From an optimization exercise on the open Yosys and OpenROAD flow, aimed at small area and a short achievable clock period; shortcuts taken in it are not production practice.
Function was checked by simulation only, so behaviour that the tests miss may differ from the original.

==> flow/design.v, too long to show whole: its modules and the start of the top module <==
// module rlwe_alu: 2455 lines
// module rlwe_fa: 4 lines
// module rlwe_ha: 4 lines
module rlwe_alu (
    input  wire        clk,
    input  wire        rst,         
    input  wire        in_valid,
    input  wire [2:0]  in_op,
    input  wire [31:0] in_a,
    input  wire [31:0] in_b,
    input  wire [31:0] in_c,
    output wire        out_valid,
    output wire [31:0] out_y0,
    output wire [31:0] out_y1
);
  // ...
==> flow/flow/run.sh <==
#!/bin/bash
# The standard layout, with every port buffered by a plain buf_2 instead of
# the delay buffer buffer_ports picks by default.
set -euo pipefail
export BUFFER_PORTS_ARGS="-buffer_cell sky130_fd_sc_hd__buf_2"
bash standard.sh > standard_make.log 2>&1
==> flow/standard.sh <==
#!/bin/bash
# synth_recipe.tcl (not shown) runs the flow's synth.tcl, then flattens the netlist and writes it again
# the make line also repeats each setting of config.mk as NAME=value (left out here)
make -C /OpenROAD-flow-scripts/flow DESIGN_CONFIG=/design/flow/config.mk WORK_HOME=/design/flow/orfs CLKGATE_MAP_FILE= SYNTH_SCRIPT=/design/flow/synth_recipe.tcl "${@:-finish}"
==> flow/config.mk <==
export PLATFORM = sky130hd
export DESIGN_NAME = rlwe_alu
export DESIGN_NICKNAME = rlwe_alu
export VERILOG_FILES = /design/flow/design.v
export SDC_FILE = /design/flow/constraint.sdc
export NUM_CORES = 4
export LEC_CHECK = 0
export CAP_MARGIN = 20
export CORE_MARGIN = 2
export CORE_UTILIZATION = 40
export SLEW_MARGIN = 20
export SYNTH_HIERARCHICAL = 1
export SYNTH_MINIMUM_KEEP_SIZE = 0
==> flow/constraint.sdc <==
create_clock -name core_clock -period 26.0 [get_ports {clk}]
set_input_delay 5.2000 -clock core_clock [delete_from_list [all_inputs] [get_ports {clk}]]
set_output_delay 5.2000 -clock core_clock [all_outputs]
set_load 0.01 [all_outputs]
==> impl_results.md, run 1 <==
* Wire length on met3 at 4820 um
* Hold_sp: op0[0]
* First-pass GRT wire length at 152000 um
* Area leader, netlist: fa_1
* I/O pin count at 167
* Worst slack at placement at 19.41 ns
* Area share of the largest cell type after synthesis at 0.244
* Met2 Usage GRT at 0.356
* Final Hold Vio Count at 0
* Mux cell area share after synthesis at 0.0288
* Total grt overflow at 0
* Cell area after layout at 40100 sq um
* Most frequent cells in the layout: ha_1, fa_1, dfxtp_1, nor2_1, nand2_1
* Post-synth cell types at 89
* Ratio of cells with drive above 1 in the final layout at 0.0954
* Clock slew at reported path FFs at 0.07 ns
* Status: complete, no violations
* Final Setup Violations at 0
* Clock Skews at 0.0617 ns
* GR met1 Demand/Resource at 0.255
* Crit path buf inv count at 3
* Inserted Clock Buffers at 47
* Post-Syn Instances at 3706
* Multi-input gates at 2990
* Seq area share at 0.186
==> run 2, diff against run 1 <==
==> flow/run.sh (new file) <==
#!/bin/bash
# synth_recipe.tcl (not shown) runs the flow's synth.tcl, then flattens the netlist and writes it again
# the make line also repeats each setting of config.mk as NAME=value (left out here)
make -C /OpenROAD-flow-scripts/flow DESIGN_CONFIG=/design/flow/config.mk WORK_HOME=/design/flow/orfs CLKGATE_MAP_FILE= SYNTH_SCRIPT=/design/flow/synth_recipe.tcl finish
removed: flow/flow/run.sh
removed: flow/standard.sh
==> run 2 against run 1 <==
  * Still clean
  * Design area is 1.9% higher
  * Global-route usage hardly changed
  * Die area stayed put
  * Register-to-register slack better by 0.12 ns
  * Synthesized area did not move
  * Synthesized cell count unchanged
  * Non-clock buffer count rose by 2
  * Utilization up 0.83 points
  * Cell count about the same
  * Critical endpoint is now out_y1[1]
==> impl_results.md, run 2 <==
* Drt pass-1 iters at 7 (unchanged)
* Ratio of cells with drive above 1 in the final layout at 0.0574 (was 0.0954)
* Synth area leaders: fa_1, dfxtp_1, ha_1, xnor2_1, xor2_1 (unchanged)
* Worst slew pin tran at 1.05 ns (was 1.10 ns)
* Inserted Clock Buffers at 47 (unchanged)
* Post-CTS sizing at 0 (unchanged)
* Initial detailed-routing violation count at 1728 (was 1910)
* Min cycle time layout at 6.70 ns (was 6.61 ns)
* WP data arrival at 1.50 ns (was 7.15 ns)
* Clock slew at reported path FFs at 0.06 ns (was 0.07 ns)
* Post-CTS Setup Inserts at 0 (unchanged)
* Wirelength per Cell at 19.3 um (about the same)
* Largest net degree at the start of global routing at 74 (unchanged)
* Cell area after layout at 40900 sq um (was 40100 sq um)
* DR DRC count at 0 (unchanged)
* Core Area at 91700 sq um (unchanged)
* CP peak stage delay at 0.53 ns (was 0.65 ns)
* Die Y at 308 um (unchanged)
* Seq/Total Area, Yosys at 0.202 (unchanged)
* Rows at 111 (unchanged)
* Post-synth EDFFs at 0 (unchanged)
* Clock Skews at 0.0363 ns (was 0.0617 ns)
* Initial antenna violation count at 0 (was 1)
* Commonest cells post-synth: ha_1, fa_1, dfxtp_1 (unchanged)
* Die area at 94800 sq um (unchanged)
* Layout area overhead at 10.7% (was 8.66%)
* Total grt overflow at 0 (unchanged)
* Placed wire-length estimate at 77300 um (was 77400 um)
* Vias post-DR at 26825 (was 26887)
* Asr flop ratio synth at 0 (unchanged)
* Max Freq at 149 MHz (was 151 MHz)
* Post-synth cell types at 89 (unchanged)
* Critical path required time at 20.80 ns (was 26.55 ns)
* Critical Path, Cell by Cell: clkdlybuf4s50_1
* Final Setup Violations at 0 (unchanged)
* Clk sinks at 372 (unchanged)
* Crit path max fanout at 1 (was 13)
* RSZ-0062 raised after global routing: no (unchanged)
* Fin. max-slew vios at 0 (unchanged)
* Most frequent cells in the layout: ha_1, fa_1, dfxtp_1, nor2_1, nand2_1 (unchanged)
* Mapped Avg Cell Area at 9.97 sq um (unchanged)
* Vias in the first global route at 27322 (was 27542)
* Post-Syn Instances at 3706 (unchanged)
* Post-route clock period utilization at 0.258 (was 0.254)
* CP Capture Type: output port (was register)
* Die Width at 308 um (unchanged)
* Crit path buf inv count at 1 (was 3)
* CP Launch Type: register (unchanged)
* Filler cells at 8764 (was 8815)
* H-tree levels at 2 (unchanged)
* Remaining antenna violation count at 0 (unchanged)
* Synth Warn # at 7 (unchanged)
* CTS max path bufs at 3 (unchanged)
* Clock tree from TritonCTS: done (unchanged)
* I/O pin count at 167 (unchanged)
* DRT Wirelength at 96000 um (was 96200 um)
* Initial core utilization at 0.403 (unchanged)
* Most used DFF post-synth: dfxtp_1 (unchanged)
* Final Hold Vio Count at 0 (unchanged)
* Setup TNS at 0 ns (unchanged)
* Placed Instance Area at 39300 sq um (was 38600 sq um)
* Area leader, netlist: fa_1 (unchanged)
* RePlAce Congestion at 0.882 (was 0.876)
* Slowest cell on the critical path: clkdlybuf4s50_1 (was dfxtp_1)
* Most common cell after layout, fill and taps aside: ha_1 (unchanged)
* Post-Synthesis Cell Area at 36900 sq um (unchanged)
* Max cap viols at 0 (unchanged)
* Tot GR Track Use at 0.206 (was 0.205)
* Crit Path Class: reg -> out (was reg -> reg)
* Critical path's top delay family: buffers and inverters (was compound AO/OA/AOI/OAI gates)
* Yosys reg bits at 372 (unchanged)
* CTS Hold Bufs at 0 (unchanged)
* CTS Root Cell: clkbuf_16 (unchanged)
* Status: complete, no violations (unchanged)
* N_diodes at 0 (unchanged)
* Area share of the largest cell type after synthesis at 0.244 (unchanged)
* Total Nets Final at 4786 (was 4784)
* Clock latency on the worst-skew pair at 0.64 ns (was 0.66 ns)
* First-pass GRT wire length at 153000 um (was 152000 um)
* Port bufs at 148 (unchanged)
* Worst min path class: reg -> reg (unchanged)
* Most frequent cell after synthesis: ha_1 (unchanged)
* Slew headroom at 0.302 (was 0.270)
* DR vias/cell at 5.38 (was 5.40)
run 2: layout make-up:
cell class / instances / area [sq um] / area share
flip-flops and latches: 372 / 7450 / 0.182
clock inverters: 26 / 256 / 0.00627
well taps: 1186 / 1480 / 0.0363
repair buffers: 181 / 1730 / 0.0423
multi-input cells: 2990 / 28000 / 0.685
inverters: 167 / 627 / 0.0153
clock buffers: 61 / 1340 / 0.0328
run 2: worst paths after layout:
| check | start | to | slack (ns) | cells after the start |
|---|---|---|---|---|
| hold reg to reg | op0[0] | op1[0] | 0.35 | 0 |
| setup / recovery | y15[1] | out_y1[1] | 19.30 | 1 |
| hold / removal | op0[0] | op1[0] | 0.35 | 0 |
| setup reg to reg | p3[15] | t14[17] | 19.51 | 23 |
run 2: Yosys stat by module (local to each module, per instance):
module | copies in the design | cells inside | cell area, sq um
rlwe_alu | 1 | 2938 | 24000
rlwe_fa | 449 | 1 | 20.0
rlwe_ha | 319 | 1 | 12.5
run 2: metrics by stage:
stage | hold slack, ns | utilization | cells | worst slack, ns
after detailed placement | 0.338 | 0.429 | 4896 | 19.43
after floorplan | 0.323 | - | 3756 | 20.02
final | 0.348 | 0.446 | 4983 | 19.30
after global routing | 0.361 | 0.446 | 4983 | 18.99
after global placement | 0.342 | 0.429 | 4896 | 19.50
after CTS | 0.355 | 0.446 | 4983 | 19.26
run 2: routing by layer:
layer	wire [um]	global-route usage	up-vias
li1	-	-	12848
met1	40500	0.255	13114
met2	47900	0.367	716
met3	4490	0.0276	147
met4	3070	0.0681	0
met5	0	0	-
run 2: cells by family (layout without fill, tap and decap cells):
family,count (synthesis),after routing,synth area share
xor gates and xnor gates,318,318,0.0754
and+or+nand+nor,817,817,0.102
other,2,52,0.000203
adders and majority gates,925,925,0.405
buffers and inverters,394,435,0.0453
AOI/OAI and AO/OA,782,782,0.142
DFF,372,372,0.202
muxes,96,96,0.0288

==> re-timing with driven ports <==
How much do the figures lean on ideal ports? The routed layouts below were timed once more, with nothing changed but the port constraints. Step 1 (the two cells are an assumption about what drives the block):
set clk [get_ports {clk}]
set_driving_cell -lib_cell sky130_fd_sc_hd__clkbuf_16 $clk
set_driving_cell -lib_cell sky130_fd_sc_hd__buf_2 [delete_from_list [all_inputs] $clk]
Step 2 times the ports against the registers' clock, not the clock port: input delays grow and output delays shrink by t, the midpoint of the rising clock arrivals with the driver on. a / b / c = ideal ports / drivers / drivers and shift; a / b = the first two.
| run | t, ns | setup WS [ns] | worst setup path at the end | clock arrival spread, ns | worst data-port slew with drivers (ns) |
|---|---|---|---|---|---|
| run 1 | 0.691 | 19.393 / 19.393 / 19.393 | register to register | 0.065 / 0.065 | 0.05 |
| run 2 | 0.688 | 19.302 / 19.235 / 19.510 | register to register | 0.039 / 0.039 | 0.05 |
After both steps setup and hold are still met in every run listed.
